This is an optimization exercise on Yosys and OpenROAD, whose aim is small area, a short achievable clock period and few clock cycles, not a production implementation. In this exercise RTL edits were held to simulation tests only and were not proved equivalent to the original. Power figures rest on the tool's default switching activity, not on a simulated workload.

==> flow/design.v <==
module tmon_fcodec (
    input  wire        clk,
    input  wire        rst,       
    input  wire        req,
    input  wire        we,
    input  wire [11:0] idx,
    input  wire [31:0] wdata,
    output wire        ready,
    output reg         rvalid,
    output reg  [31:0] rdata
);
  localparam integer NB = 261;
  localparam [3:0] OP_NOP     = 4'h0;
  localparam [3:0] OP_CRCINIT = 4'h1;
  localparam [3:0] OP_CRCBYTE = 4'h2;
  localparam [3:0] OP_CRCBUF  = 4'h3;
  localparam [3:0] OP_ENCODE  = 4'h4;
  localparam [3:0] OP_DECODE  = 4'h5;
  localparam [3:0] OP_RPACK   = 4'h6;
  localparam [3:0] OP_RUNPACK = 4'h7;
  localparam [3:0] E_NONE      = 4'h0;
  localparam [3:0] D_SHORT     = 4'h1;
  localparam [3:0] D_SENTINEL  = 4'h2;
  localparam [3:0] D_LENGTH    = 4'h3;
  localparam [3:0] D_CHECKSUM  = 4'h4;
  localparam [3:0] D_ADDRESS   = 4'h5;
  localparam [3:0] E_ADDRESS   = 4'h6;
  localparam [3:0] E_CAPACITY  = 4'h7;
  localparam [3:0] E_PLEN      = 4'h8;
  localparam [3:0] E_RANGE     = 4'h9;
  localparam [3:0] R_LENGTH    = 4'hA;
  localparam [3:0] ILLEGAL_OP  = 4'hB;
  localparam [2:0] M_CRCBUF = 3'd0;
  localparam [2:0] M_ENC    = 3'd1;
  localparam [2:0] M_DEC    = 3'd2;
  localparam [2:0] M_UNPK   = 3'd3;
  localparam [2:0] M_DRETRY = 3'd4;
  function [15:0] crc_b1;
    input [15:0] s;
    input [7:0] d;
    begin
      crc_b1[0] = ^(s & 16'h01FF) ^ ^(d & 8'hFF);
      crc_b1[1] = ^(s & 16'h0200) ^ ^(d & 8'h00);
      crc_b1[2] = ^(s & 16'h0400) ^ ^(d & 8'h00);
      crc_b1[3] = ^(s & 16'h0800) ^ ^(d & 8'h00);
      crc_b1[4] = ^(s & 16'h1000) ^ ^(d & 8'h00);
      crc_b1[5] = ^(s & 16'h2000) ^ ^(d & 8'h00);
      crc_b1[6] = ^(s & 16'h4001) ^ ^(d & 8'h01);
      crc_b1[7] = ^(s & 16'h8003) ^ ^(d & 8'h03);
      crc_b1[8] = ^(s & 16'h0006) ^ ^(d & 8'h06);
      crc_b1[9] = ^(s & 16'h000C) ^ ^(d & 8'h0C);
      crc_b1[10] = ^(s & 16'h0018) ^ ^(d & 8'h18);
      crc_b1[11] = ^(s & 16'h0030) ^ ^(d & 8'h30);
      crc_b1[12] = ^(s & 16'h0060) ^ ^(d & 8'h60);
      crc_b1[13] = ^(s & 16'h00C0) ^ ^(d & 8'hC0);
      crc_b1[14] = ^(s & 16'h007F) ^ ^(d & 8'h7F);
      crc_b1[15] = ^(s & 16'h00FF) ^ ^(d & 8'hFF);
    end
  endfunction
  function [15:0] crc_b8;
    input [15:0] s;
    input [63:0] d;
    begin
      crc_b8[0] = ^(s & 16'hFE1F) ^ ^(d & 64'hFFFBFFE7FFAFFE1F);
      crc_b8[1] = ^(s & 16'h0220) ^ ^(d & 64'h000C002800F00220);
      crc_b8[2] = ^(s & 16'h0440) ^ ^(d & 64'h0018005001E00440);
      crc_b8[3] = ^(s & 16'h0880) ^ ^(d & 64'h003000A003C00880);
      crc_b8[4] = ^(s & 16'h1100) ^ ^(d & 64'h0060014007801100);
      crc_b8[5] = ^(s & 16'h2200) ^ ^(d & 64'h00C002800F002200);
      crc_b8[6] = ^(s & 16'h4401) ^ ^(d & 64'h018005001E004401);
      crc_b8[7] = ^(s & 16'h8803) ^ ^(d & 64'h03000A003C008803);
      crc_b8[8] = ^(s & 16'h1006) ^ ^(d & 64'h0600140078011006);
      crc_b8[9] = ^(s & 16'h200C) ^ ^(d & 64'h0C002800F002200C);
      crc_b8[10] = ^(s & 16'h4019) ^ ^(d & 64'h18005001E0044019);
      crc_b8[11] = ^(s & 16'h8033) ^ ^(d & 64'h3000A003C0088033);
      crc_b8[12] = ^(s & 16'h0066) ^ ^(d & 64'h6001400780110066);
      crc_b8[13] = ^(s & 16'h00CC) ^ ^(d & 64'hC002800F002200CC);
      crc_b8[14] = ^(s & 16'hFF87) ^ ^(d & 64'h7FFEFFF9FFEBFF87);
      crc_b8[15] = ^(s & 16'hFF0F) ^ ^(d & 64'hFFFDFFF3FFD7FF0F);
    end
  endfunction
  function [15:0] crc_init_lz;
    input [2:0] k;
    begin
      case (k)
        3'd0: crc_init_lz = 16'hFFFF;
        3'd1: crc_init_lz = 16'hFE54;
        3'd2: crc_init_lz = 16'h1557;
        3'd3: crc_init_lz = 16'h1733;
        3'd4: crc_init_lz = 16'hF335;
        3'd5: crc_init_lz = 16'hF445;
        3'd6: crc_init_lz = 16'h044F;
        3'd7: crc_init_lz = 16'h0F0F;
        default: crc_init_lz = 16'hFFFF;
      endcase
    end
  endfunction
  reg        st_ok;
  reg [3:0]  st_err;
  reg [3:0]  st_lastop;
  reg [15:0] crc_acc;
  reg [7:0]  crc_din;
  reg [7:0]  f_addr;
  reg [7:0]  f_cmd;
  reg [8:0]  p_off;
  reg [8:0]  p_len;
  reg [15:0] in_len;
  reg [15:0] out_cap;
  reg [15:0] out_len;
  reg [7:0]  d_addr;
  reg [7:0]  d_cmd;
  reg [15:0] ch0, ch1, ch2, ch3;
  reg [8*NB-1:0] ibv;
  reg [8*NB-1:0] obv;
  reg        busy;
  reg [2:0]  e_mode;
  reg [8:0]  ea;         
  reg [5:0]  ea_hi1;     
  reg [8:0]  eo;         
  reg [5:0]  eo_hi1;     
  reg [2:0]  e_k0;       
  reg [1:0]  e_ck;       
  reg [5:0]  e_cnt;      
  reg        e_dv;       
  reg        e_cmp;      
  reg [15:0] eacc;
  reg [63:0] dreg;
  reg        ob_pend;    
  reg        wp_valid;
  reg [8:0]  wp_addr;
  reg [7:0]  wp_data;
  reg        brd;
  reg        brd_ob;
  reg [8:0]  brd_addr;
  reg        sn_valid;
  reg [8:0]  sn_pos;
  reg [15:0] sn_crc;
  reg [7:0]  sn_n;
  reg [15:0] sn_cap;
  reg [7:0]  sn_rxlo;
  reg [7:0]  sn_rxhi;
  assign ready = !busy;
  wire acc_wr  = req && ready && we;
  wire acc_rd  = req && ready && !we;
  wire ctrl_wr = acc_wr && (idx == 12'h000);
  wire [3:0] op = wdata[3:0];
  wire ib_win = (idx[11:9] == 3'b001);
  wire ob_win = (idx[11:9] == 3'b010);
  wire [63:0] bank_q;
  genvar gb, gr;
  generate
    for (gb = 0; gb < 8; gb = gb + 1) begin : g_bank
      localparam integer NR = (NB - gb + 7) / 8;
      wire [8*NR-1:0] vec;
      for (gr = 0; gr < NR; gr = gr + 1) begin : g_row
        assign vec[8*gr +: 8] = ibv[8*(8*gr+gb) +: 8];
      end
      wire [5:0] row = (gb < ea[2:0]) ? ea_hi1 : ea[8:3];
      assign bank_q[8*gb +: 8] = vec[8*row +: 8];
    end
  endgenerate
  wire [127:0] bank_q2 = {bank_q, bank_q};
  wire [63:0]  port_q  = bank_q2[8*ea[2:0] +: 64];    
  wire        m_enc = (e_mode == M_ENC);
  reg  [63:0] lane_d;
  reg  [7:0]  lane_m;    
  reg  [4:0]  pj, hj;
  integer j;
  always @* begin
    for (j = 0; j < 8; j = j + 1) begin
      pj = {e_ck, 3'b000} + j;
      hj = pj - {2'b00, e_k0};
      lane_m[j] = (pj < {2'b00, e_k0});
      if (lane_m[j])
        lane_d[8*j +: 8] = 8'h00;
      else if (m_enc && hj == 5'd0)
        lane_d[8*j +: 8] = f_addr;
      else if (m_enc && hj == 5'd1)
        lane_d[8*j +: 8] = f_cmd;
      else if (m_enc && hj == 5'd2)
        lane_d[8*j +: 8] = p_len[7:0];
      else
        lane_d[8*j +: 8] = dreg[8*j +: 8];
    end
  end
  wire [15:0] eacc_next = crc_b8(eacc, lane_d);
  wire        ob_wact = (busy && m_enc && e_dv) || ob_pend;
  wire [63:0] w_lane_d = ob_pend ? {48'h0, eacc} : lane_d;
  wire [7:0]  w_lane_v = ob_pend ? 8'b0000_0011 : ~lane_m;
  wire [2:0]  eo_rot   = 3'd0 - eo[2:0];
  wire [127:0] w_lane_d2 = {w_lane_d, w_lane_d};
  wire [15:0]  w_lane_v2 = {w_lane_v, w_lane_v};
  wire [63:0] obank_d = w_lane_d2[8*eo_rot +: 64];   
  wire [7:0]  obank_v = w_lane_v2[eo_rot +: 8];
  reg [47:0] orow;
  integer b;
  always @* begin
    for (b = 0; b < 8; b = b + 1)
      orow[6*b +: 6] = (b < eo[2:0]) ? eo_hi1 : eo[8:3];
  end
  integer i;
  always @(posedge clk) begin
    for (i = 1; i < NB; i = i + 1)
      if (ob_wact && obank_v[i % 8] && orow[6*(i % 8) +: 6] == (i / 8))
        obv[8*i +: 8] <= obank_d[8*(i % 8) +: 8];
  end
  wire pack_now = ctrl_wr && (op == OP_RPACK);
  wire [63:0] pack_d = {ch3, ch2, ch1, ch0};
  always @(posedge clk) begin
    for (i = 0; i < NB; i = i + 1) begin
      if (i < 8 && pack_now)
        ibv[8*i +: 8] <= pack_d[8*(i % 8) +: 8];
      else if (wp_valid && wp_addr == i)
        ibv[8*i +: 8] <= wp_data;
    end
  end
  wire [7:0]  ib0 = ibv[7:0];
  wire [7:0]  ib1 = ibv[15:8];
  wire [7:0]  ib2 = ibv[23:16];
  wire [7:0]  ib3 = ibv[31:24];
  wire [9:0]  off_plus_len = {1'b0, p_off} + {1'b0, p_len};
  wire        range_bad    = off_plus_len > NB;
  wire [9:0]  off_plus_8   = {1'b0, p_off} + 10'd8;
  wire        addr_bad_f   = (f_addr == 8'd0) || (f_addr > 8'd247);
  wire        cap_bad      = {1'b0, out_cap} < ({8'h00, p_len} + 17'd6);
  wire        dec_short    = in_len < 16'd6;
  wire        dec_sent     = ib0 != 8'h01;
  wire        dec_lenbad   = ({8'h00, ib3} + 16'd6) != in_len;
  wire        addr_bad_d   = (ib1 == 8'd0) || (ib1 > 8'd247);
  wire        sn_ready     = sn_valid && !wp_valid && ({1'b0, sn_pos} >= ({2'b00, sn_n} + 10'd5));
  wire        sn_crc_ok    = sn_cap == {sn_rxhi, sn_rxlo};
  wire [2:0]  cb_k0  = 3'd0 - p_len[2:0];
  wire [5:0]  cb_cnt = (p_len + 9'd7) >> 3;
  wire [8:0]  cb_ea  = p_off - {6'd0, cb_k0};
  wire [8:0]  en_len = {1'b0, p_len[7:0]} + 9'd3;
  wire [2:0]  en_k0  = 3'd0 - en_len[2:0];
  wire [5:0]  en_cnt = (en_len + 9'd7) >> 3;
  wire [8:0]  en_ea  = p_off - 9'd3 - {6'd0, en_k0};
  wire [8:0]  en_eo  = 9'd1 - {6'd0, en_k0};
  wire [8:0]  de_len = {1'b0, ib3} + 9'd3;
  wire [2:0]  de_k0  = 3'd0 - de_len[2:0];
  wire [5:0]  de_cnt = (de_len + 9'd7) >> 3;
  wire [8:0]  de_ea  = 9'd1 - {6'd0, de_k0};
  wire [15:0] crc_byte_next = crc_b1(crc_acc, crc_din);
  wire [15:0] sn_next       = crc_b1(sn_crc, wp_data);
  wire [15:0] sn_first      = crc_b1(16'hFFFF, wp_data);
  wire dec_acc   = ctrl_wr && (op == OP_DECODE);
  wire dec_go    = (dec_acc && !wp_valid) || (busy && e_mode == M_DRETRY);
  wire dec_defer = dec_acc && wp_valid;
  wire [7:0] ob_q = (brd_addr == 9'd0) ? 8'h01 : obv[8*brd_addr +: 8];
  reg [31:0] rd_val;
  always @* begin
    case (idx)
      12'h001: rd_val = {20'h0, st_lastop, st_err, 3'b000, st_ok};
      12'h002: rd_val = {16'h0, crc_acc};
      12'h003: rd_val = {24'h0, crc_din};
      12'h004: rd_val = {24'h0, f_addr};
      12'h005: rd_val = {24'h0, f_cmd};
      12'h006: rd_val = {23'h0, p_off};
      12'h007: rd_val = {23'h0, p_len};
      12'h008: rd_val = {16'h0, in_len};
      12'h009: rd_val = {16'h0, out_cap};
      12'h00A: rd_val = {16'h0, out_len};
      12'h00B: rd_val = {24'h0, d_addr};
      12'h00C: rd_val = {24'h0, d_cmd};
      12'h00D: rd_val = {16'h0, ch0};
      12'h00E: rd_val = {16'h0, ch1};
      12'h00F: rd_val = {16'h0, ch2};
      12'h010: rd_val = {16'h0, ch3};
      default: rd_val = 32'h0;
    endcase
  end
  task finish;
    input [3:0] opv;
    input [3:0] code;
    begin
      st_lastop <= opv;
      st_err    <= code;
      st_ok     <= (code == E_NONE);
    end
  endtask
  task start_engine;
    input [2:0]  mode;
    input [8:0]  a;
    input [2:0]  k0;
    input [5:0]  cnt;
    begin
      busy   <= 1'b1;
      e_mode <= mode;
      ea     <= a;
      ea_hi1 <= a[8:3] + 6'd1;
      e_k0   <= k0;
      e_cnt  <= cnt;
      e_ck   <= 2'd0;
      e_dv   <= 1'b0;
      e_cmp  <= 1'b0;
      eacc   <= crc_init_lz(k0);
    end
  endtask
  always @(posedge clk) begin
    dreg <= port_q;
    if (rst) begin
      st_ok     <= 1'b0;
      st_err    <= 4'h0;
      st_lastop <= 4'h0;
      crc_acc   <= 16'hFFFF;
      crc_din   <= 8'h00;
      f_addr    <= 8'h00;
      f_cmd     <= 8'h00;
      p_off     <= 9'h000;
      p_len     <= 9'h000;
      in_len    <= 16'h0000;
      out_cap   <= 16'h0000;
      out_len   <= 16'h0000;
      d_addr    <= 8'h00;
      d_cmd     <= 8'h00;
      ch0       <= 16'h0000;
      ch1       <= 16'h0000;
      ch2       <= 16'h0000;
      ch3       <= 16'h0000;
      busy      <= 1'b0;
      e_mode    <= M_CRCBUF;
      ea        <= 9'd0;
      ea_hi1    <= 6'd1;
      eo        <= 9'd0;
      eo_hi1    <= 6'd1;
      e_k0      <= 3'd0;
      e_ck      <= 2'd0;
      e_cnt     <= 6'd0;
      e_dv      <= 1'b0;
      e_cmp     <= 1'b0;
      eacc      <= 16'hFFFF;
      ob_pend   <= 1'b0;
      wp_valid  <= 1'b0;
      wp_addr   <= 9'd0;
      wp_data   <= 8'h00;
      brd       <= 1'b0;
      brd_ob    <= 1'b0;
      brd_addr  <= 9'd0;
      sn_valid  <= 1'b0;
      sn_pos    <= 9'd0;
      sn_crc    <= 16'hFFFF;
      sn_n      <= 8'h00;
      sn_cap    <= 16'h0000;
      sn_rxlo   <= 8'h00;
      sn_rxhi   <= 8'h00;
      rvalid    <= 1'b0;
      rdata     <= 32'h0;
    end else begin
      wp_valid <= acc_wr && ib_win && (idx[8:0] < NB);
      wp_addr  <= idx[8:0];
      wp_data  <= wdata[7:0];
      if (pack_now) begin
        sn_valid <= 1'b0;
      end else if (wp_valid) begin
        if (wp_addr == 9'd1) begin
          sn_valid <= 1'b1;
          sn_pos   <= 9'd1;
          sn_crc   <= sn_first;
        end else if (sn_valid && wp_addr == sn_pos + 9'd1) begin
          sn_pos <= wp_addr;
          sn_crc <= sn_next;
          if (wp_addr == 9'd3) begin
            sn_n <= wp_data;
            if (wp_data == 8'h00) sn_cap <= sn_next;
          end else if (wp_addr > 9'd3) begin
            if (wp_addr == {1'b0, sn_n} + 9'd3) sn_cap  <= sn_next;
            if (wp_addr == {1'b0, sn_n} + 9'd4) sn_rxlo <= wp_data;
            if (wp_addr == {1'b0, sn_n} + 9'd5) sn_rxhi <= wp_data;
          end
        end else if (sn_valid && wp_addr >= 9'd2 && wp_addr <= sn_pos) begin
          sn_valid <= 1'b0;
        end
      end
      if (ob_pend) ob_pend <= 1'b0;
      if (busy) begin
        ea[8:3] <= ea_hi1;
        ea_hi1  <= ea_hi1 + 6'd1;
        e_dv    <= 1'b1;
        case (e_mode)
          M_UNPK: begin
            ch0  <= port_q[15:0];
            ch1  <= port_q[31:16];
            ch2  <= port_q[47:32];
            ch3  <= port_q[63:48];
            busy <= 1'b0;
          end
          M_CRCBUF, M_ENC, M_DEC: begin
            if (e_cmp) begin
              busy  <= 1'b0;
              e_cmp <= 1'b0;
              if (dreg[15:0] != eacc) begin
                finish(OP_DECODE, D_CHECKSUM);
              end else if (addr_bad_d) begin
                finish(OP_DECODE, D_ADDRESS);
              end else begin
                d_addr <= ib1;
                d_cmd  <= ib2;
                p_off  <= 9'd4;
                p_len  <= {1'b0, ib3};
                finish(OP_DECODE, E_NONE);
              end
            end else if (e_dv) begin
              eacc  <= eacc_next;
              e_cnt <= e_cnt - 6'd1;
              if (e_ck != 2'd2) e_ck <= e_ck + 2'd1;
              if (m_enc) begin
                eo[8:3] <= eo_hi1;
                eo_hi1  <= eo_hi1 + 6'd1;
              end
              if (e_cnt == 6'd1) begin
                case (e_mode)
                  M_CRCBUF: begin
                    crc_acc <= eacc_next;
                    busy    <= 1'b0;
                  end
                  M_ENC: begin
                    ob_pend <= 1'b1;
                    busy    <= 1'b0;
                  end
                  default: e_cmp <= 1'b1;
                endcase
              end
            end
          end
          default: ;
        endcase
      end
      if (acc_wr) begin
        case (idx)
          12'h003: crc_din <= wdata[7:0];
          12'h004: f_addr  <= wdata[7:0];
          12'h005: f_cmd   <= wdata[7:0];
          12'h006: p_off   <= wdata[8:0];
          12'h007: p_len   <= wdata[8:0];
          12'h008: in_len  <= wdata[15:0];
          12'h009: out_cap <= wdata[15:0];
          12'h00D: ch0     <= wdata[15:0];
          12'h00E: ch1     <= wdata[15:0];
          12'h00F: ch2     <= wdata[15:0];
          12'h010: ch3     <= wdata[15:0];
          default: ;
        endcase
      end
      if (ctrl_wr) begin
        case (op)
          OP_NOP: ;
          OP_CRCINIT: begin
            crc_acc <= 16'hFFFF;
            finish(op, E_NONE);
          end
          OP_CRCBYTE: begin
            crc_acc <= crc_byte_next;
            finish(op, E_NONE);
          end
          OP_CRCBUF: begin
            if (range_bad) begin
              finish(op, E_RANGE);
            end else if (p_len == 9'd0) begin
              crc_acc <= 16'hFFFF;
              finish(op, E_NONE);
            end else begin
              finish(op, E_NONE);
              start_engine(M_CRCBUF, cb_ea, cb_k0, cb_cnt);
            end
          end
          OP_ENCODE: begin
            if (addr_bad_f) begin
              out_len <= 16'h0000;
              finish(op, E_ADDRESS);
            end else if (p_len > 9'd255) begin
              out_len <= 16'h0000;
              finish(op, E_PLEN);
            end else if (range_bad) begin
              out_len <= 16'h0000;
              finish(op, E_RANGE);
            end else if (cap_bad) begin
              out_len <= 16'h0000;
              finish(op, E_CAPACITY);
            end else begin
              out_len <= {7'h00, p_len} + 16'd6;
              finish(op, E_NONE);
              start_engine(M_ENC, en_ea, en_k0, en_cnt);
              eo     <= en_eo;
              eo_hi1 <= en_eo[8:3] + 6'd1;
            end
          end
          OP_DECODE: ;    
          OP_RPACK: begin
            p_off <= 9'd0;
            p_len <= 9'd8;
            finish(op, E_NONE);
          end
          OP_RUNPACK: begin
            if (p_len != 9'd8) begin
              finish(op, R_LENGTH);
            end else if (off_plus_8 > NB) begin
              finish(op, E_RANGE);
            end else begin
              finish(op, E_NONE);
              start_engine(M_UNPK, p_off, 3'd0, 6'd1);
            end
          end
          default: begin
            finish(op, ILLEGAL_OP);
          end
        endcase
      end
      if (dec_defer) begin
        busy   <= 1'b1;
        e_mode <= M_DRETRY;
      end
      if (dec_go) begin
        busy <= 1'b0;
        if (dec_short) begin
          finish(OP_DECODE, D_SHORT);
        end else if (dec_sent) begin
          finish(OP_DECODE, D_SENTINEL);
        end else if (dec_lenbad) begin
          finish(OP_DECODE, D_LENGTH);
        end else if (sn_ready) begin
          if (!sn_crc_ok) begin
            finish(OP_DECODE, D_CHECKSUM);
          end else if (addr_bad_d) begin
            finish(OP_DECODE, D_ADDRESS);
          end else begin
            d_addr <= ib1;
            d_cmd  <= ib2;
            p_off  <= 9'd4;
            p_len  <= {1'b0, ib3};
            finish(OP_DECODE, E_NONE);
          end
        end else begin
          start_engine(M_DEC, de_ea, de_k0, de_cnt);
        end
      end
      rvalid <= 1'b0;
      if (acc_rd) begin
        if (ib_win || ob_win) begin
          brd      <= 1'b1;
          brd_ob   <= ob_win;
          brd_addr <= idx[8:0];
          if (ib_win) begin
            ea     <= idx[8:0];
            ea_hi1 <= idx[8:3] + 6'd1;
          end
        end else begin
          rvalid <= 1'b1;
          rdata  <= rd_val;
        end
      end
      if (brd) begin
        brd    <= 1'b0;
        rvalid <= 1'b1;
        if (brd_addr >= NB)
          rdata <= 32'h0;
        else if (brd_ob)
          rdata <= {24'h0, ob_q};
        else
          rdata <= {24'h0, port_q[7:0]};
      end
    end
  end
endmodule
==> flow/run.sh <==
#!/bin/bash
# synth_recipe.tcl (not shown) runs the flow's synth.tcl, then flattens the netlist and writes it again
# the make line also repeats each setting of config.mk as NAME=value (left out here)
make -C /OpenROAD-flow-scripts/flow DESIGN_CONFIG=/design/flow/config.mk WORK_HOME=/design/flow/orfs CLKGATE_MAP_FILE= SYNTH_SCRIPT=/design/flow/synth_recipe.tcl finish
==> flow/config.mk <==
export PLATFORM = sky130hd
export DESIGN_NAME = tmon_fcodec
export DESIGN_NICKNAME = tmon_fcodec
export VERILOG_FILES = /design/flow/design.v
export SDC_FILE = /design/flow/constraint.sdc
export NUM_CORES = 4
export LEC_CHECK = 0
export CAP_MARGIN = 20
export CORE_MARGIN = 2
export CORE_UTILIZATION = 40
export SLEW_MARGIN = 20
export SYNTH_MEMORY_MAX_BITS = 4096
==> flow/constraint.sdc <==
create_clock -name core_clock -period 10.0 [get_ports {clk}]
set_input_delay 2.0000 -clock core_clock [delete_from_list [all_inputs] [get_ports {clk}]]
set_output_delay 2.0000 -clock core_clock [all_outputs]
set_load 0.01 [all_outputs]
==> flow_summary.json, run 1 <==
{
  "synthCells": 12900,
  "die_area_um2": 501000,
  "yosysTopAreaCell": "edfxtp_1",
  "track_usage_pct": 26.7,
  "dr.pass1.iters": 9,
  "vias_per_cell": 6.21,
  "skew_ns": 0.0958,
  "antenna_found_initial": 97,
  "cts_sinks": 4597,
  "clockBufferDepth": 4,
  "max_cap_violations": 0,
  "hpwl_mm": 428,
  "gp_congestion": 0.990,
  "fin_area_um2": 222000,
  "grt_pass1_vias": 117000,
  "reg2reg_to": "rdata[2]",
  "cts_max_level": 5,
  "numCtsBuffers": 453,
  "rsz0062_at_grt": "no",
  "hold_depth": 2,
  "stdcell_count": 19900,
  "grt_max_degree": 202,
  "fin_worst_hold_slack_ns": 0.456,
  "rows": 258,
  "async_reset_ff_share_pct": 0,
  "gr-total-overflow": 0,
  "cts-root-buf": "clkbuf_16",
  "area_delta_synth_final_pct": 12.2,
  "p_per_area_nw_per_um2": 183,
  "start_util_pct": 40.1,
  "timing.fmax_mhz": 147,
  "layout-drive-gt1-share_pct": 18.0,
  "die_h_um": 708,
  "syn_area_um2": 198000,
  "p_leak_nw": 70.3,
  "slew_headroom_pct": 14.6,
  "worst_slack_ns": 3.20,
  "arrival_ns": 7.77,
  "ios": 82,
  "cp_max_fo": 67,
  "tightestPinTransition_ns": 1.28,
  "drt_iter0_drc": 20700,
  "final-hold-violation-count": 0,
  "nNetsFinal": 13100,
  "vias": 124000,
  "synth_seq_cells": 4597,
  "die_w_um": 708,
  "postCtsHoldBufs": 0,
  "dp_slack_ns": 3.00,
  "drcViolationCount": 0,
  "largest_reg_flops": 2088,
  "cts_resized": 0,
  "placedInstanceArea_um2": 207000,
  "reg_top3": "ibv: 2088 flops, obv: 2080 flops, dreg: 64 flops",
  "avgSynthCellArea_um2": 15.4,
  "min_from": "d_addr[2]",
  "grt_pass1_wl_mm": 943,
  "routed_wl_mm": 687,
  "r2r_slack_ns": 3.20,
  "ys_warn_count": 9,
  "cts_tree": "yes",
  "dp_cells": 19000,
  "multi_input_area_um2": 61600,
  "r2r_start": "ea_hi1[1]",
  "ff2ff_path_depth": 15,
  "ir_worst_vdd_mv": 0.202,
  "critical_path_class": "register to register",
  "end_kind": "register",
  "cp.required_ns": 10.96,
  "whs_endpoint": "d_addr[2]",
  "cp-start-kind": "register",
  "clkTransAtPathRegs_ns": 0.06,
  "synth_edf_count": 4168,
  "ys_top_cells_by_count": "edfxtp_1, nand2_1, nor2_1, mux4_2, a21oi_1",
  "core_area_um2": 494000,
  "clock_latency_ns": 1.10,
  "synth_flop_cell": "edfxtp_1",
  "ant_nets": 0,
  "wire_per_inst_um": 34.5,
  "tns_ns": 0,
  "synth_area_leaders": "edfxtp_1, mux4_2, dfxtp_1",
  "status": "no timing/DRC/antenna violations",
  "portBuffers": 49,
  "regMostFlops": "ibv",
  "synthDominantCellAreaShare_pct": 63.2,
  "crit_start": "ea_hi1[1]",
  "nFillCells": 42900,
  "hp-class": "register to register",
  "synth_cell_type_count": 123,
  "period_share_pct": 68.0,
  "seqCellArea_um2": 134000,
  "yosysMostFrequentCell": "edfxtp_1",
  "period_minus_slack_ns": 6.80,
  "postCtsSetupBuffers": 0,
  "yosysSeqAreaShare_pct": 67.5,
  "finalSetupViolations": 0,
  "slew_violations": 0
}
==> power breakdown <==
part	total [W]	switching (W)	internal [W]	leakage (nW)
logic	0.00236	0.00170	0.000663	22.0
clock network	0.0172	0.00759	0.00961	7.15
registers	0.0211	0.0000814	0.0210	41.1
total	0.0407	0.00937	0.0313	70.3
==> metrics by stage <==
step           total power [W]  util [%]
5_1_grt                 0.0415      45.0
2_1_floorplan           0.0227         -
4_1_cts                 0.0407      45.0
3_3_place_gp            0.0238      42.0
3_5_place_dp            0.0238      42.0
6_report                0.0407      45.0
==> layout make-up <==
cell class | count | share of cell area [%]
Antenna cell | 69 | 0.0777
Clock buffer | 564 | 5.39
Clock inverter | 273 | 1.23
Inverter | 108 | 0.182
Multi-Input combinational cell | 7392 | 27.7
Sequential cell | 4597 | 60.2
Tap cell | 6500 | 3.66
Timing Repair Buffer | 408 | 1.55
==> how the worst max path moves through the flow <==
| stage | end | depth (start not counted) | slack (ns) |
|---|---|---|---|
| 2_1_floorplan | sn_crc[0] | 10 | 4.03 |
| 3_3_place_gp | sn_rxlo[0] | 12 | 3.13 |
| 3_5_place_dp | eacc[13] | 10 | 3.00 |
| 4_1_cts | ch0[1] | 16 | 3.33 |
| 5_1_grt | rdata[6] | 16 | 3.07 |
| 6_report | rdata[2] | 15 | 3.20 |
==> critical path, cell delays in order, from the launching register on <==
cell       delay [ns]
dfxtp_1          0.97
o211a_1          0.52
a21o_4           0.52
buf_4            0.72
nand2_1          0.10
and3_1           0.18
a311oi_1         0.41
nor3_1           0.18
a2111oi_0        1.03
a22o_1           0.49
o21ai_0          0.20
o31a_1           0.30
nand3_1          0.52
nor2b_1          0.20
o21ai_0          0.08
a211oi_1         0.20
==> layout by cell type, fill, tap and decap left out, types with 93 or more instances in the layout <==
master	netlist	layout
edfxtp_1	4168	4168
nand2_1	1633	1623
nor2_1	1191	1172
mux4_2	1059	1059
a21oi_1	513	504
clkbuf_16	0	457
dfxtp_1	429	402
buf_4	54	339
nand3_1	310	303
mux2i_1	325	286
o21ai_0	302	282
xnor2_1	237	236
xor2_1	133	132
a211oi_1	124	124
clkinv_1	4	110
a311oi_1	107	107
ha_1	105	104
nor3_1	117	103
inv_1	102	101
and3_1	101	100
clkbuf_1	492	93
==> kinds of logic (layout without fill, tap and decap cells) <==
group	count (synthesis)	in the layout	share of synthesized area, %
XOR/XNOR	397	397	1.92
adder cells (fa/ha/maj)	109	109	0.698
flip-flops	4597	4597	67.5
AND/OR/NAND/NOR	3696	3696	7.94
AO/OA/AOI/OAI	1687	1687	5.62
other	1	85	0.00189
buffers and inverters	928	1353	1.99
multiplexers	1487	1487	14.3
==> metal layers <==
metal / GRT usage (%) / share of wire [%] / vias up
met4: 13.6 / 5.9 / 40
met2: 40.6 / 45 / 8337
met3: 6.66 / 12 / 1617
met5: 0 / 0.039 / -
met1: 35.6 / 37 / 63400
li1: - / - / 50300
Testbench counts, summed over its fixed seeds: cycles 67,526.
==> run 2, diff against run 1 <==
--- a/flow/design.v
+++ b/flow/design.v
@@ -97,2 +97,10 @@
   endfunction
+  function [47:0] rows_of;
+    input [8:0] a;
+    integer k;
+    begin
+      for (k = 0; k < 8; k = k + 1)
+        rows_of[6*k +: 6] = a[8:3] + ((k < a[2:0]) ? 6'd1 : 6'd0);
+    end
+  endfunction
   reg        st_ok;
@@ -116,6 +124,6 @@
   reg [2:0]  e_mode;
-  reg [8:0]  ea;         
-  reg [5:0]  ea_hi1;     
-  reg [8:0]  eo;         
-  reg [5:0]  eo_hi1;     
+  reg [47:0] brow;       
+  reg [2:0]  ea_lo;      
+  reg [47:0] orow;       
+  reg [2:0]  eo_lo;      
   reg [2:0]  e_k0;       
@@ -126,3 +134,3 @@
   reg [15:0] eacc;
-  reg [63:0] dreg;
+  reg [63:0] bq_r;       
   reg        ob_pend;    
@@ -131,4 +139,3 @@
   reg [7:0]  wp_data;
-  reg        brd;
-  reg        brd_ob;
+  reg        brd_ib1, brd_ib2, brd_ob;
   reg [8:0]  brd_addr;
@@ -142,4 +149,4 @@
   assign ready = !busy;
-  wire acc_wr  = req && ready && we;
-  wire acc_rd  = req && ready && !we;
+  wire acc_wr  = req && !busy && we;
+  wire acc_rd  = req && !busy && !we;
   wire ctrl_wr = acc_wr && (idx == 12'h000);
@@ -157,3 +164,3 @@
       end
-      wire [5:0] row = (gb < ea[2:0]) ? ea_hi1 : ea[8:3];
+      wire [5:0] row = brow[6*gb +: 6];
       assign bank_q[8*gb +: 8] = vec[8*row +: 8];
@@ -161,4 +168,4 @@
   endgenerate
-  wire [127:0] bank_q2 = {bank_q, bank_q};
-  wire [63:0]  port_q  = bank_q2[8*ea[2:0] +: 64];    
+  wire [127:0] bq2     = {bq_r, bq_r};
+  wire [63:0]  lanes_q = bq2[8*ea_lo +: 64];    
   wire        m_enc = (e_mode == M_ENC);
@@ -182,3 +189,3 @@
       else
-        lane_d[8*j +: 8] = dreg[8*j +: 8];
+        lane_d[8*j +: 8] = lanes_q[8*j +: 8];
     end
@@ -189,3 +196,3 @@
   wire [7:0]  w_lane_v = ob_pend ? 8'b0000_0011 : ~lane_m;
-  wire [2:0]  eo_rot   = 3'd0 - eo[2:0];
+  wire [2:0]  eo_rot   = 3'd0 - eo_lo;
   wire [127:0] w_lane_d2 = {w_lane_d, w_lane_d};
@@ -194,8 +201,2 @@
   wire [7:0]  obank_v = w_lane_v2[eo_rot +: 8];
-  reg [47:0] orow;
-  integer b;
-  always @* begin
-    for (b = 0; b < 8; b = b + 1)
-      orow[6*b +: 6] = (b < eo[2:0]) ? eo_hi1 : eo[8:3];
-  end
   integer i;
@@ -243,2 +244,37 @@
   wire [8:0]  de_ea  = 9'd1 - {6'd0, de_k0};
+  wire [3:0] cb_code  = range_bad ? E_RANGE : E_NONE;
+  wire       cb_run   = !range_bad && (p_len != 9'd0);
+  wire [3:0] en_code  = addr_bad_f ? E_ADDRESS :
+                        (p_len > 9'd255) ? E_PLEN :
+                        range_bad ? E_RANGE :
+                        cap_bad ? E_CAPACITY : E_NONE;
+  wire       en_run   = (en_code == E_NONE);
+  wire [3:0] dp_code  = dec_short ? D_SHORT :
+                        dec_sent ? D_SENTINEL :
+                        dec_lenbad ? D_LENGTH : E_NONE;
+  wire [3:0] df_code  = !sn_crc_ok ? D_CHECKSUM :
+                        addr_bad_d ? D_ADDRESS : E_NONE;
+  wire       de_run   = (dp_code == E_NONE) && !sn_ready;
+  wire [3:0] de_code  = (dp_code != E_NONE) ? dp_code : df_code;
+  wire       de_ok    = !de_run && (de_code == E_NONE);
+  wire [3:0] un_code  = (p_len != 9'd8) ? R_LENGTH :
+                        (off_plus_8 > NB) ? E_RANGE : E_NONE;
+  wire       un_run   = (un_code == E_NONE);
+  reg  [3:0] op_code;
+  always @* begin
+    case (op)
+      OP_NOP, OP_CRCINIT, OP_CRCBYTE, OP_RPACK: op_code = E_NONE;
+      OP_CRCBUF:  op_code = cb_code;
+      OP_ENCODE:  op_code = en_code;
+      OP_DECODE:  op_code = de_code;
+      OP_RUNPACK: op_code = un_code;
+      default:    op_code = ILLEGAL_OP;
+    endcase
+  end
+  wire [47:0] cb_rows = rows_of(cb_ea);
+  wire [47:0] en_rows = rows_of(en_ea);
+  wire [47:0] de_rows = rows_of(de_ea);
+  wire [47:0] un_rows = rows_of(p_off);
+  wire [47:0] eo_rows = rows_of(en_eo);
+  wire [47:0] hr_rows = rows_of(idx[8:0]);
   wire [15:0] crc_byte_next = crc_b1(crc_acc, crc_din);
@@ -246,5 +282,6 @@
   wire [15:0] sn_first      = crc_b1(16'hFFFF, wp_data);
+  wire dec_retry = busy && (e_mode == M_DRETRY);
   wire dec_acc   = ctrl_wr && (op == OP_DECODE);
-  wire dec_go    = (dec_acc && !wp_valid) || (busy && e_mode == M_DRETRY);
   wire dec_defer = dec_acc && wp_valid;
+  wire dec_go    = (dec_acc && !wp_valid) || dec_retry;
   wire [7:0] ob_q = (brd_addr == 9'd0) ? 8'h01 : obv[8*brd_addr +: 8];
@@ -272,2 +309,67 @@
   end
+  integer k;
+  always @(posedge clk) begin
+    bq_r <= bank_q;
+    if (busy) begin
+      for (k = 0; k < 8; k = k + 1)
+        brow[6*k +: 6] <= brow[6*k +: 6] + 6'd1;
+      e_dv <= 1'b1;
+      if (e_dv && !e_cmp) begin
+        eacc  <= eacc_next;
+        e_cnt <= e_cnt - 6'd1;
+        if (e_ck != 2'd2) e_ck <= e_ck + 2'd1;
+        if (m_enc)
+          for (k = 0; k < 8; k = k + 1)
+            orow[6*k +: 6] <= orow[6*k +: 6] + 6'd1;
+      end
+    end
+    if (ctrl_wr && op == OP_CRCBUF) begin
+      e_mode <= M_CRCBUF;
+      brow   <= cb_rows;
+      ea_lo  <= cb_ea[2:0];
+      e_k0   <= cb_k0;
+      e_cnt  <= cb_cnt;
+      eacc   <= crc_init_lz(cb_k0);
+    end
+    if (ctrl_wr && op == OP_ENCODE) begin
+      e_mode <= M_ENC;
+      brow   <= en_rows;
+      ea_lo  <= en_ea[2:0];
+      e_k0   <= en_k0;
+      e_cnt  <= en_cnt;
+      eacc   <= crc_init_lz(en_k0);
+      orow   <= eo_rows;
+      eo_lo  <= en_eo[2:0];
+    end
+    if (ctrl_wr && op == OP_RUNPACK) begin
+      e_mode <= M_UNPK;
+      brow   <= un_rows;
+      ea_lo  <= p_off[2:0];
+    end
+    if (dec_defer)
+      e_mode <= M_DRETRY;
+    if (dec_go) begin
+      e_mode <= M_DEC;
+      brow   <= de_rows;
+      ea_lo  <= de_ea[2:0];
+      e_k0   <= de_k0;
+      e_cnt  <= de_cnt;
+      eacc   <= crc_init_lz(de_k0);
+    end
+    if (ctrl_wr || dec_go) begin
+      e_ck  <= 2'd0;
+      e_dv  <= 1'b0;
+      e_cmp <= 1'b0;
+    end
+    if (busy && e_dv && !e_cmp && e_cnt == 6'd1 && e_mode == M_DEC)
+      e_cmp <= 1'b1;
+    if (acc_rd && ib_win) begin
+      brow  <= hr_rows;
+      ea_lo <= idx[2:0];
+    end
+    brd_addr <= idx[8:0];
+    if (!acc_rd) brd_addr <= brd_addr;
+    wp_addr <= idx[8:0];
+    wp_data <= wdata[7:0];
+  end
   task finish;
@@ -281,22 +383,3 @@
   endtask
-  task start_engine;
-    input [2:0]  mode;
-    input [8:0]  a;
-    input [2:0]  k0;
-    input [5:0]  cnt;
-    begin
-      busy   <= 1'b1;
-      e_mode <= mode;
-      ea     <= a;
-      ea_hi1 <= a[8:3] + 6'd1;
-      e_k0   <= k0;
-      e_cnt  <= cnt;
-      e_ck   <= 2'd0;
-      e_dv   <= 1'b0;
-      e_cmp  <= 1'b0;
-      eacc   <= crc_init_lz(k0);
-    end
-  endtask
   always @(posedge clk) begin
-    dreg <= port_q;
     if (rst) begin
@@ -321,20 +404,7 @@
       busy      <= 1'b0;
-      e_mode    <= M_CRCBUF;
-      ea        <= 9'd0;
-      ea_hi1    <= 6'd1;
-      eo        <= 9'd0;
-      eo_hi1    <= 6'd1;
-      e_k0      <= 3'd0;
-      e_ck      <= 2'd0;
-      e_cnt     <= 6'd0;
-      e_dv      <= 1'b0;
-      e_cmp     <= 1'b0;
-      eacc      <= 16'hFFFF;
       ob_pend   <= 1'b0;
       wp_valid  <= 1'b0;
-      wp_addr   <= 9'd0;
-      wp_data   <= 8'h00;
-      brd       <= 1'b0;
+      brd_ib1   <= 1'b0;
+      brd_ib2   <= 1'b0;
       brd_ob    <= 1'b0;
-      brd_addr  <= 9'd0;
       sn_valid  <= 1'b0;
@@ -350,4 +420,2 @@
       wp_valid <= acc_wr && ib_win && (idx[8:0] < NB);
-      wp_addr  <= idx[8:0];
-      wp_data  <= wdata[7:0];
       if (pack_now) begin
@@ -375,19 +443,27 @@
       if (ob_pend) ob_pend <= 1'b0;
-      if (busy) begin
-        ea[8:3] <= ea_hi1;
-        ea_hi1  <= ea_hi1 + 6'd1;
-        e_dv    <= 1'b1;
+      if (busy && e_dv) begin
         case (e_mode)
           M_UNPK: begin
-            ch0  <= port_q[15:0];
-            ch1  <= port_q[31:16];
-            ch2  <= port_q[47:32];
-            ch3  <= port_q[63:48];
+            ch0  <= lanes_q[15:0];
+            ch1  <= lanes_q[31:16];
+            ch2  <= lanes_q[47:32];
+            ch3  <= lanes_q[63:48];
             busy <= 1'b0;
           end
-          M_CRCBUF, M_ENC, M_DEC: begin
+          M_CRCBUF: begin
+            if (e_cnt == 6'd1) begin
+              crc_acc <= eacc_next;
+              busy    <= 1'b0;
+            end
+          end
+          M_ENC: begin
+            if (e_cnt == 6'd1) begin
+              ob_pend <= 1'b1;
+              busy    <= 1'b0;
+            end
+          end
+          M_DEC: begin
             if (e_cmp) begin
-              busy  <= 1'b0;
-              e_cmp <= 1'b0;
-              if (dreg[15:0] != eacc) begin
+              busy <= 1'b0;
+              if (lanes_q[15:0] != eacc) begin
                 finish(OP_DECODE, D_CHECKSUM);
@@ -402,23 +478,2 @@
               end
-            end else if (e_dv) begin
-              eacc  <= eacc_next;
-              e_cnt <= e_cnt - 6'd1;
-              if (e_ck != 2'd2) e_ck <= e_ck + 2'd1;
-              if (m_enc) begin
-                eo[8:3] <= eo_hi1;
-                eo_hi1  <= eo_hi1 + 6'd1;
-              end
-              if (e_cnt == 6'd1) begin
-                case (e_mode)
-                  M_CRCBUF: begin
-                    crc_acc <= eacc_next;
-                    busy    <= 1'b0;
-                  end
-                  M_ENC: begin
-                    ob_pend <= 1'b1;
-                    busy    <= 1'b0;
-                  end
-                  default: e_cmp <= 1'b1;
-                endcase
-              end
             end
@@ -444,93 +499,32 @@
       end
-      if (ctrl_wr) begin
-        case (op)
-          OP_NOP: ;
-          OP_CRCINIT: begin
-            crc_acc <= 16'hFFFF;
-            finish(op, E_NONE);
-          end
-          OP_CRCBYTE: begin
-            crc_acc <= crc_byte_next;
-            finish(op, E_NONE);
-          end
-          OP_CRCBUF: begin
-            if (range_bad) begin
-              finish(op, E_RANGE);
-            end else if (p_len == 9'd0) begin
-              crc_acc <= 16'hFFFF;
-              finish(op, E_NONE);
-            end else begin
-              finish(op, E_NONE);
-              start_engine(M_CRCBUF, cb_ea, cb_k0, cb_cnt);
-            end
-          end
-          OP_ENCODE: begin
-            if (addr_bad_f) begin
-              out_len <= 16'h0000;
-              finish(op, E_ADDRESS);
-            end else if (p_len > 9'd255) begin
-              out_len <= 16'h0000;
-              finish(op, E_PLEN);
-            end else if (range_bad) begin
-              out_len <= 16'h0000;
-              finish(op, E_RANGE);
-            end else if (cap_bad) begin
-              out_len <= 16'h0000;
-              finish(op, E_CAPACITY);
-            end else begin
-              out_len <= {7'h00, p_len} + 16'd6;
-              finish(op, E_NONE);
-              start_engine(M_ENC, en_ea, en_k0, en_cnt);
-              eo     <= en_eo;
-              eo_hi1 <= en_eo[8:3] + 6'd1;
-            end
-          end
-          OP_DECODE: ;    
-          OP_RPACK: begin
-            p_off <= 9'd0;
-            p_len <= 9'd8;
-            finish(op, E_NONE);
-          end
-          OP_RUNPACK: begin
-            if (p_len != 9'd8) begin
-              finish(op, R_LENGTH);
-            end else if (off_plus_8 > NB) begin
-              finish(op, E_RANGE);
-            end else begin
-              finish(op, E_NONE);
-              start_engine(M_UNPK, p_off, 3'd0, 6'd1);
-            end
-          end
-          default: begin
-            finish(op, ILLEGAL_OP);
-          end
-        endcase
+      if (ctrl_wr && op != OP_NOP && !dec_defer)
+        finish(op, op_code);
+      if (ctrl_wr && op == OP_CRCINIT)
+        crc_acc <= 16'hFFFF;
+      if (ctrl_wr && op == OP_CRCBYTE)
+        crc_acc <= crc_byte_next;
+      if (ctrl_wr && op == OP_CRCBUF && !range_bad && p_len == 9'd0)
+        crc_acc <= 16'hFFFF;
+      if (ctrl_wr && op == OP_ENCODE)
+        out_len <= en_run ? ({7'h00, p_len} + 16'd6) : 16'h0000;
+      if (pack_now) begin
+        p_off <= 9'd0;
+        p_len <= 9'd8;
       end
-      if (dec_defer) begin
-        busy   <= 1'b1;
-        e_mode <= M_DRETRY;
-      end
-      if (dec_go) begin
-        busy <= 1'b0;
-        if (dec_short) begin
-          finish(OP_DECODE, D_SHORT);
-        end else if (dec_sent) begin
-          finish(OP_DECODE, D_SENTINEL);
-        end else if (dec_lenbad) begin
-          finish(OP_DECODE, D_LENGTH);
-        end else if (sn_ready) begin
-          if (!sn_crc_ok) begin
-            finish(OP_DECODE, D_CHECKSUM);
-          end else if (addr_bad_d) begin
-            finish(OP_DECODE, D_ADDRESS);
-          end else begin
-            d_addr <= ib1;
-            d_cmd  <= ib2;
-            p_off  <= 9'd4;
-            p_len  <= {1'b0, ib3};
-            finish(OP_DECODE, E_NONE);
-          end
-        end else begin
-          start_engine(M_DEC, de_ea, de_k0, de_cnt);
-        end
+      if (ctrl_wr && ((op == OP_CRCBUF && cb_run) || (op == OP_ENCODE && en_run) ||
+                      (op == OP_RUNPACK && un_run)))
+        busy <= 1'b1;
+      if (dec_defer)
+        busy <= 1'b1;
+      if (dec_retry) begin
+        busy <= de_run;
+        if (!de_run) finish(OP_DECODE, de_code);
+      end
+      if (dec_acc && !wp_valid)
+        busy <= de_run;
+      if (dec_go && de_ok) begin
+        d_addr <= ib1;
+        d_cmd  <= ib2;
+        p_off  <= 9'd4;
+        p_len  <= {1'b0, ib3};
       end
@@ -538,11 +532,7 @@
       if (acc_rd) begin
-        if (ib_win || ob_win) begin
-          brd      <= 1'b1;
-          brd_ob   <= ob_win;
-          brd_addr <= idx[8:0];
-          if (ib_win) begin
-            ea     <= idx[8:0];
-            ea_hi1 <= idx[8:3] + 6'd1;
-          end
-        end else begin
+        if (ib_win)
+          brd_ib1 <= 1'b1;
+        else if (ob_win)
+          brd_ob <= 1'b1;
+        else begin
           rvalid <= 1'b1;
@@ -551,11 +541,15 @@
       end
-      if (brd) begin
-        brd    <= 1'b0;
+      if (brd_ib1) begin
+        brd_ib1 <= 1'b0;
+        brd_ib2 <= 1'b1;
+      end
+      if (brd_ib2) begin
+        brd_ib2 <= 1'b0;
+        rvalid  <= 1'b1;
+        rdata   <= (brd_addr < NB) ? {24'h0, lanes_q[7:0]} : 32'h0;
+      end
+      if (brd_ob) begin
+        brd_ob <= 1'b0;
         rvalid <= 1'b1;
-        if (brd_addr >= NB)
-          rdata <= 32'h0;
-        else if (brd_ob)
-          rdata <= {24'h0, ob_q};
-        else
-          rdata <= {24'h0, port_q[7:0]};
+        rdata  <= (brd_addr < NB) ? {24'h0, ob_q} : 32'h0;
       end
--- a/flow/config.mk
+++ b/flow/config.mk
@@ -7,5 +7,7 @@
 export LEC_CHECK = 0
+export ABC_CLOCK_PERIOD_IN_PS = 4000
 export CAP_MARGIN = 20
 export CORE_MARGIN = 2
-export CORE_UTILIZATION = 40
+export CORE_UTILIZATION = 50
+export SETUP_SLACK_MARGIN = 5
 export SLEW_MARGIN = 20
==> flow_summary.json, run 2 <==
{
  "ff2ff_path_depth": 14,
  "arrival_ns": 6.02,
  "drcViolationCount": 0,
  "end_kind": "register",
  "pwr-share-seq_pct": 52.9,
  "period_share_pct": 52.3,
  "slew_violations": 0,
  "timing.fmax_mhz": 191,
  "postCtsHoldBufs": 0,
  "vias_per_cell": 6.65,
  "switching_share_pct": 21.4,
  "endpoint": "eacc[14]",
  "hpwl_mm": 463,
  "die_area_um2": 411000,
  "seqCellArea_um2": 137000,
  "power.switching_w": 0.00861,
  "synth_seq_cells": 4670,
  "ys_top_cells_by_count": "edfxtp_1, nor2_1, mux4_2, nand2_1, clkbuf_1",
  "final-hold-violation-count": 0,
  "rows": 233,
  "routed_wl_mm": 725,
  "synthDominantCellAreaShare_pct": 63.7,
  "synth_edf_count": 4304,
  "r2r_slack_ns": 4.77,
  "antenna_found_initial": 73,
  "clock_latency_ns": 1.06,
  "portBuffers": 49,
  "synthCells": 12600,
  "nFillCells": 31200,
  "grt_max_degree": 159,
  "start_util_pct": 50.3,
  "cp.required_ns": 10.79,
  "area_delta_synth_final_pct": 12.6,
  "drt_iter0_drc": 18100,
  "vias": 124000,
  "async_reset_ff_share_pct": 0,
  "clkTransAtPathRegs_ns": 0.06,
  "skew_ns": 0.0566,
  "yosysSeqAreaShare_pct": 67.4,
  "fin_area_um2": 228000,
  "cts_max_level": 5,
  "die_h_um": 641,
  "cp_max_fo": 27,
  "combPwrFrac_pct": 3.3,
  "dr.pass1.iters": 8,
  "cp-start-kind": "register",
  "largest_reg_flops": 2088,
  "rsz0062_at_grt": "yes",
  "critical_path_class": "register to register",
  "ant_nets": 0,
  "wire_per_inst_um": 39.0,
  "cts_sinks": 4670,
  "track_usage_pct": 35.0,
  "grt_pass1_vias": 121000,
  "core_area_um2": 403000,
  "p_per_area_nw_per_um2": 176,
  "reg_top3": "ibv: 2088 flops, obv: 2080 flops, bq_r: 64 flops",
  "r2r_start": "e_mode[0]",
  "layout-drive-gt1-share_pct": 20.9,
  "gr-total-overflow": 0,
  "die_w_um": 641,
  "multi_input_area_um2": 64600,
  "nNetsFinal": 13000,
  "period_minus_slack_ns": 5.23,
  "tightestPinTransition_ns": 1.25,
  "cts-root-buf": "clkbuf_16",
  "synth_cell_type_count": 122,
  "slew_headroom_pct": 16.2,
  "p_leak_nw": 73.8,
  "ir_worst_vdd_mv": 0.184,
  "numCtsBuffers": 470,
  "yosysTopAreaCell": "edfxtp_1",
  "ios": 82,
  "cts_tree": "yes",
  "synth_flop_cell": "edfxtp_1",
  "gp_congestion": 1.01,
  "clockBufferDepth": 4,
  "avgSynthCellArea_um2": 16.1,
  "max_cap_violations": 0,
  "final_common_cell": "edfxtp_1",
  "crit_start": "e_mode[0]",
  "intPower_w": 0.0316,
  "final_cell_mix": "edfxtp_1, mux4_2, nor2_1, nand2_1, a21oi_1",
  "p_clk_share_pct": 43.8,
  "status": "no timing/DRC/antenna violations",
  "grt_pass1_wl_mm": 989,
  "regMostFlops": "ibv",
  "finalSetupViolations": 0,
  "reg2reg_to": "eacc[14]",
  "placedInstanceArea_um2": 211000,
  "synth_area_leaders": "edfxtp_1, mux4_2, dfxtp_1",
  "hp-class": "register to register",
  "yosysMostFrequentCell": "edfxtp_1",
  "ys_warn_count": 9,
  "tns_ns": 0,
  "syn_area_um2": 203000
}
run 2: cell types whose count changed after synthesis, moves of 82 or more:
cell	previous run	this run
a311oi_1	107	9
o221ai_1	16	98
edfxtp_1	4168	4304
mux2i_1	325	530
ha_1	105	211
nor2_1	1191	1295
nand3_1	310	164
mux4_2	1059	1141
o22ai_1	50	133
nand2_1	1633	856
run 2: critical path, stage by stage, from the launching register on:
cell and delay, ns:
dfxtp_1 0.57, or3b_1 0.54, buf_4 0.33, nor2_4 0.34
o211ai_1 0.15, buf_4 0.23, o31ai_1 0.70, a211oi_1 0.13
a211oi_2 0.27, xnor3_1 0.44, xnor2_1 0.21, xnor3_2 0.38
xnor3_1 0.44, nand3_1 0.12, nand2_1 0.06
run 2: stage by stage:
step	std cells	utilization [%]	total power, W	hold WS (ns)	setup slack (ns)
2_1_floorplan	12600	-	0.0224	0.391	4.67
3_3_place_gp	17600	52.2	0.0229	0.434	3.00
3_5_place_dp	17600	52.3	0.0230	0.435	2.93
4_1_cts	18500	56.4	0.0403	0.453	4.97
5_1_grt	18500	56.6	0.0410	0.467	4.81
6_report	18600	56.6	0.0402	0.452	4.77
run 2: logic make-up after synthesis:
kind of cell	after synthesis	share of synthesized area, %
buffers and inverters	941	1.90
DFF	4670	67.4
and+or+nand+nor	2739	5.74
AOI/OAI and AO/OA	1719	5.49
adders and majority gates	214	1.33
xor gates and xnor gates	533	2.44
other	1	0.00185
muxes	1746	15.7
run 2: power groups by stage:
stage | Sequential [W] | Clock [W] | Combinational [W]
after CTS | 0.0213 | 0.0177 | 0.00131
after global placement | 0.0217 | 0 | 0.00127
after floorplan | 0.0217 | 0 | 0.000680
after detailed placement | 0.0217 | 0 | 0.00129
final | 0.0213 | 0.0176 | 0.00134
after global routing | 0.0212 | 0.0184 | 0.00137
run 2: worst min-delay path by stage:
stage | startpoint | endpoint | slack, ns | cells past startpoint
floorplan | brd_ib1 | brd_ib1 | 0.39 | 1
global placement | ibv[2071] | bq_r[23] | 0.43 | 2
detailed placement | ibv[2066] | bq_r[18] | 0.44 | 2
CTS | ibv[2066] | bq_r[18] | 0.45 | 2
global route | ibv[2080] | bq_r[32] | 0.47 | 2
finish | ibv[2066] | bq_r[18] | 0.45 | 2
run 2: layer usage:
| layer | part of all wire [%] | global-route usage (%) | up-vias |
|---|---|---|---|
| li1 | - | - | 49800 |
| met1 | 36 | 44.6 | 64200 |
| met2 | 47 | 55.0 | 7830 |
| met3 | 9.6 | 6.99 | 1859 |
| met4 | 7.6 | 23.0 | 20 |
| met5 | 0.026 | 0 | - |
run 2: area by class of cell:
cell class,instances,area share [%]
clock buffer,590,5.47
inverter,128,0.219
clock inverter,277,1.21
antenna,91,0.0998
multi-input combinational,6968,28.3
tap,5405,2.96
timing repair buffer,467,1.89
sequential,4670,59.8
run 2: repair_timing:
item	4_1_cts	5_1_grt
setup endpoints to repair	3974	2493
pin swaps	15	6
gates resized for setup	285	124
buffers inserted	30	18
gates cloned	5	0
Testbench counts of run 2, summed over its fixed seeds: cycles 67,667.

==> static timing again, ports no longer ideal <==
Ports are ideal in the flow. The routed layouts listed here were re-timed in OpenROAD.
Step 1 sets driving cells, clkbuf_16 on the clock port and buf_2 on the other inputs (assumed; they add their load-dependent delay and slew).
Step 2, shift: input delay + t, output delay - t, t = (earliest + latest rising clock arrival at the registers) / 2. This alone moves slack from input paths to output paths.
Three values: no drivers, after step 1, after step 2; two values: the first two.
run	shift t [ns]	slack for setup (ns)	worst setup path at the end	worst register clock-pin slew, ns	cell pins on the clock port's net
run 1	1.171	3.197 / 3.197 / 2.823	input to register	0.07 / 0.07	1
run 2	1.144	4.766 / 4.766 / 3.881	input to register	0.07 / 0.07	1
After both steps setup and hold are still met in every run listed. The setup slack of run 2, which loses most, moves by 0.000 ns with the drivers and by -0.885 ns with both steps.
